What follows belongs to an exercise in optimizing a design on an open flow for small area, a short achievable clock period and few clock cycles per item; a production flow would make more cautious choices.
Where RTL was checked, it was by simulation tests only, not by an equivalence proof against the original.
No activity file was given, so power comes from the tool's default toggle rates.

## main
## fcodec_rx
module fcodec_rx (
    input  wire        clk,
    input  wire        rst,
    input  wire        host_req,
    input  wire        host_we,
    input  wire [11:0] host_addr,
    input  wire [15:0] host_wdata,
    output wire        host_ack,
    output reg  [15:0] host_rdata,
    input  wire        rx_valid,
    input  wire        rx_fail,
    input  wire [7:0]  rx_data,
    output wire        rx_ready
);
    localparam [1:0] PH_IDLE   = 2'd0;
    localparam [1:0] PH_RECV   = 2'd1;
    localparam [1:0] PH_FAILED = 2'd2;
    localparam [1:0] PH_DEC    = 2'd3;
    localparam [3:0] ST_OK     = 4'h0;
    localparam [3:0] ST_TRUNC  = 4'h2;
    localparam [3:0] ST_INTEG  = 4'h3;
    localparam [3:0] ST_XPORT  = 4'h4;
    localparam [3:0] ST_BADHDR = 4'h5;
    localparam [3:0] ST_BADLEN = 4'h6;
    localparam [3:0] ST_INPROG = 4'hE;
    localparam [3:0] ST_NONE   = 4'hF;
    reg [1:0] phase;
    reg [2:0] operr;
    reg [3:0] rx_status;
    reg [8:0] rx_nbytes;
    reg [8:0] rx_count;
    reg [7:0] rx_len, rx_cmd, rx_ctrl, rx_csum_exp, rx_csum_rcv;
    reg       rx_valid_r;
    reg [8:0] trk_m;
    reg [7:0] trk_sum;
    reg [7:0] trk_last;
    reg [2:0] rot;
    reg [7:0] lo [0:7];
    reg [7:0] hi [0:2];
    reg [7:0] ring [0:247];
    reg [8:0] pf_addr;
    reg [7:0] pf_data;
    reg       pf_ok;
    reg [8:0] ma;
    wire ph_idle = (phase == PH_IDLE);
    wire ph_recv = (phase == PH_RECV);
    wire ph_fail = (phase == PH_FAILED);
    wire ph_dec  = (phase == PH_DEC);
    wire host_rxf  = (host_addr[11:9] == 3'b010);
    wire host_ring = host_rxf && !host_addr[8] && (host_addr[7:3] != 5'd0);
    wire wr_wait   = host_ring && (host_addr[2:0] != rot);
    wire pf_match  = (pf_addr == host_addr[8:0]);
    reg  cnt_ok;      
    assign host_ack = !ph_dec && !(host_rxf && (host_we ? (!host_addr[8] && (host_addr[7:3] != 5'd0) && (host_addr[2:0] != rot))
                                                      : !(pf_ok && pf_match)));
    assign rx_ready = ph_recv && cnt_ok;
    wire host_wr   = host_req && host_we && host_ack;
    wire rx_step   = rx_valid && rx_ready;
    wire step_byte = rx_step && !rx_fail;
    wire step_fail = rx_step && rx_fail;
    wire       is_rxf_addr = host_rxf && (host_addr[8:0] <= 9'd258);
    wire       rxf_hwr     = host_wr && is_rxf_addr && ph_idle;
    wire [7:0] hdr0  = lo[0];
    wire [7:0] hdr1  = lo[1];
  ...
==> flow/config.mk <==
export PLATFORM = sky130hd
export DESIGN_NAME = fcodec_rx
export DESIGN_NICKNAME = fcodec_rx
export VERILOG_FILES = /design/flow/design.v
export SDC_FILE = /design/flow/constraint.sdc
export NUM_CORES = 4
export LEC_CHECK = 0
export CAP_MARGIN = 20
export CORE_MARGIN = 2
export CORE_UTILIZATION = 40
export CTS_CLUSTER_DIAMETER = 80
export CTS_CLUSTER_SIZE = 28
export PLACE_DENSITY = 0.6
export SETUP_SLACK_MARGIN = 5
export SLEW_MARGIN = 20
==> flow/constraint.sdc <==
create_clock -name core_clock -period 10.0 [get_ports {clk}]
set_input_delay 2.0000 -clock core_clock [delete_from_list [all_inputs] [get_ports {clk}]]
set_output_delay 2.0000 -clock core_clock [all_outputs]
set_load 0.01 [all_outputs]
run.sh (not shown) runs the stock make flow with config.mk's settings and CLKGATE_MAP_FILE= SYNTH_SCRIPT=/design/flow/synth_recipe.tcl, a recipe that flattens the netlist after the stock synthesis.
Here is what was changed in the inputs of the feature branch compared with main.
--- a/flow/design.v
+++ b/flow/design.v
@@ -113,29 +113,36 @@
     wire       ma_fixed = ma[8] || (ma[7:3] == 5'd0);
     wire       ma_avail = ma_fixed || (ma[2:0] == rot);
     wire [7:0] ma_data  = ma_fixed ? fixed_rd(ma) : ring[(ma[7:3] - 5'd1) * 8 + 1];
     wire       walk     = ph_dec && (trk_m != rx_nbytes);
     wire       rd_req   = host_req && !host_we && host_rxf && !ph_dec;
     wire [8:0] req_addr = ph_dec ? trk_m : host_addr[8:0];
     wire       req      = rd_req || walk;
-    wire       req_eq   = ph_dec ? (pf_addr == trk_m) : pf_match;
+    wire       req_eq   = (pf_addr == req_addr);
     wire       req_hit  = req && pf_ok && req_eq;
     wire       req_miss = req && !req_eq;
+    wire       req_fix  = req_addr[8] || (req_addr[7:3] == 5'd0);
     reg  [8:0] pf_addr_n, ma_n;
     reg  [7:0] pf_data_n;
     reg        pf_ok_n;
     always @(*) begin
         pf_addr_n = pf_addr;
         pf_data_n = pf_data;
         pf_ok_n   = pf_ok;
         ma_n      = ma;
         if (req_miss) begin
             pf_addr_n = req_addr;
-            pf_ok_n   = 1'b0;
-            ma_n      = req_addr;
+            if (req_fix) begin
+                pf_data_n = fixed_rd(req_addr);
+                pf_ok_n   = 1'b1;
+                ma_n      = req_addr + 9'd1;
+            end else begin
+                pf_ok_n   = 1'b0;
+                ma_n      = req_addr;
+            end
         end else if (req_hit || !pf_ok) begin
             pf_addr_n = ma;
             if (ma_avail) begin
                 pf_data_n = ma_data;
                 pf_ok_n   = 1'b1;
                 ma_n      = ma + 9'd1;
             end else begin
Findings:
- Clock period minus final worst setup slack in the feature branch vs main: down 70 ps
- Sort the feature branch and main by area of the core, ascending, and main comes first.
- Summary of the comparison: global-route usage is higher in the feature branch, relative to main.
- Lower multiplexer area fraction after synthesis was reported by main, not the feature branch.
- The feature branch: flow completed, timing, DRC and antenna clean
- On the feature branch: critical path depth is 2 higher than what main gave.
- Diff main..the feature branch | clock power | negligible
- The feature branch against main; clock-buffer cell count is down by a few percent.
- Delta (the feature branch minus main): actual slew at the worst max-slew pin saw an increase; utilization after layout fell 0.55 points; final weighted congestion in routability-driven placement was more or less identical; complex-gate fraction of the synthesized area has increased; sum of routed wire length over all layers saw an increase.
Testbench counts of the feature branch, summed over its fixed seeds: cycles 83,193, frames 960.
For main, only the layout was checked, not whether the RTL still works.

* * *

Another version of the RTL of fcodec_rx (not shown whole).
For scale: ~4300 cells after synthesis, roughly 2200 flip-flops, ~60 I/O pins.
Settings: LEC_CHECK=0, CAP_MARGIN=20, CORE_MARGIN=2, CORE_UTILIZATION=40, CTS_CLUSTER_DIAMETER=80, CTS_CLUSTER_SIZE=28, PLACE_DENSITY=0.6, SETUP_SLACK_MARGIN=5, SLEW_MARGIN=20; clock period 10.0 ns.
Change:
--- a/flow/design.v
+++ b/flow/design.v
@@ -111,19 +111,19 @@
         end
     endfunction
     wire       ma_fixed = ma[8] || (ma[7:3] == 5'd0);
     wire       ma_avail = ma_fixed || (ma[2:0] == rot);
     wire [7:0] ma_data  = ma_fixed ? fixed_rd(ma) : ring[(ma[7:3] - 5'd1) * 8 + 1];
     wire       walk     = ph_dec && (trk_m != rx_nbytes);
     wire       rd_req   = host_req && !host_we && host_rxf && !ph_dec;
     wire [8:0] req_addr = ph_dec ? trk_m : host_addr[8:0];
     wire       req      = rd_req || walk;
-    wire       req_eq   = (pf_addr == req_addr);
+    wire       req_eq   = ph_dec ? (pf_addr == trk_m) : pf_match;
     wire       req_hit  = req && pf_ok && req_eq;
     wire       req_miss = req && !req_eq;
     wire       req_fix  = req_addr[8] || (req_addr[7:3] == 5'd0);
     reg  [8:0] pf_addr_n, ma_n;
     reg  [7:0] pf_data_n;
     reg        pf_ok_n;
     always @(*) begin
         pf_addr_n = pf_addr;
         pf_data_n = pf_data;
@@ -323,32 +323,32 @@
                         end
                     end
                 end else begin
                     operr <= 3'd0;
                 end
             end
         end
     end
     wire [7:0] rx_plen = rx_valid_r ? (rx_len - 8'd2) : 8'd0;
+    wire [2:0] rg = host_addr[4:2];
+    wire [8:0] c0 = ({9{rg == 3'd3}} & {1'b0, rx_len}) | ({9{rg == 3'd4}} & {1'b0, rx_csum_exp});
+    wire [8:0] c1 = ({9{rg == 3'd0}} & {2'd0, operr, ph_fail, 1'b0, ph_recv, 1'b0}) |
+                    ({9{rg == 3'd3}} & {1'b0, rx_cmd}) | ({9{rg == 3'd4}} & {1'b0, rx_csum_rcv});
+    wire [8:0] c2 = ({9{rg == 3'd2}} & rx_nbytes) | ({9{rg == 3'd3}} & {1'b0, rx_ctrl}) |
+                    ({9{rg == 3'd4}} & {8'd0, rx_valid_r});
+    wire [8:0] c3 = ({9{rg == 3'd0}} & {5'd0, rx_status}) | ({9{rg == 3'd2}} & rx_count) |
+                    ({9{rg == 3'd3}} & {1'b0, rx_plen});
     reg  [8:0] reg_rd;
     always @(*) begin
-        case (host_addr[4:0])
-            5'h01:   reg_rd = {2'd0, operr, ph_fail, 1'b0, ph_recv, 1'b0};
-            5'h03:   reg_rd = {5'd0, rx_status};
-            5'h0A:   reg_rd = rx_nbytes;
-            5'h0B:   reg_rd = rx_count;
-            5'h0C:   reg_rd = {1'b0, rx_len};
-            5'h0D:   reg_rd = {1'b0, rx_cmd};
-            5'h0E:   reg_rd = {1'b0, rx_ctrl};
-            5'h0F:   reg_rd = {1'b0, rx_plen};
-            5'h10:   reg_rd = {1'b0, rx_csum_exp};
-            5'h11:   reg_rd = {1'b0, rx_csum_rcv};
-            5'h12:   reg_rd = {8'd0, rx_valid_r};
-            default: reg_rd = 9'd0;
+        case (host_addr[1:0])
+            2'd0:    reg_rd = c0;
+            2'd1:    reg_rd = c1;
+            2'd2:    reg_rd = c2;
+            default: reg_rd = c3;
         endcase
     end
     wire host_regs = (host_addr[11:5] == 7'd0);
     always @(*) begin
         host_rdata       = 16'h0000;
         host_rdata[8:0]  = ({9{host_regs}} & reg_rd) | ({9{host_rxf}} & {1'b0, pf_data});
     end
 endmodule
What happened:
- The new run finished clean
- global-route usage rose by 0.32 points
- cell count goes up by 2.7%
- routed wire length goes up by 1.8%
- worst setup slack improves by 0.079 ns
- power climbs by 2.2%
- fmax is higher by 1.4%
No functional check of the RTL was part of any run of this note.

## what the ideal ports hide
The flow's constraints put no driver on any port. The routed layouts listed below were extracted and timed again, unchanged, in two steps.
Step 1 (the two cells are an assumption about what drives the block):
set clk [get_ports {clk}]
set_driving_cell -lib_cell sky130_fd_sc_hd__clkbuf_16 $clk
set_driving_cell -lib_cell sky130_fd_sc_hd__buf_2 [delete_from_list [all_inputs] $clk]
Step 2 adds t to the input delays and takes it off the output delays; t is the mean of the earliest and latest rising clock arrival at the registers after step 1. Input paths then give back, and output paths get back, about the clock's delay inside the block.
Three values: ideal ports, drivers, drivers and shift; two values: the first two.
run | t, ns | slack for setup (ns) | worst register clock-pin slew, ns
main | 0.774 | 4.554 / 4.499 / 3.883 | 0.11 / 0.11
the feature branch | 0.804 | 4.623 / 4.560 / 4.279 | 0.11 / 0.11
the first run of note 2 | 0.794 | 4.416 / 4.349 / 4.044 | 0.11 / 0.11
the second run of note 2 | 0.792 | 4.496 / 4.430 / 4.300 | 0.11 / 0.11
After both steps every run listed still meets setup and hold. The setup slack of main, which loses most, moves by -0.055 ns with the drivers and by -0.671 ns with both steps.
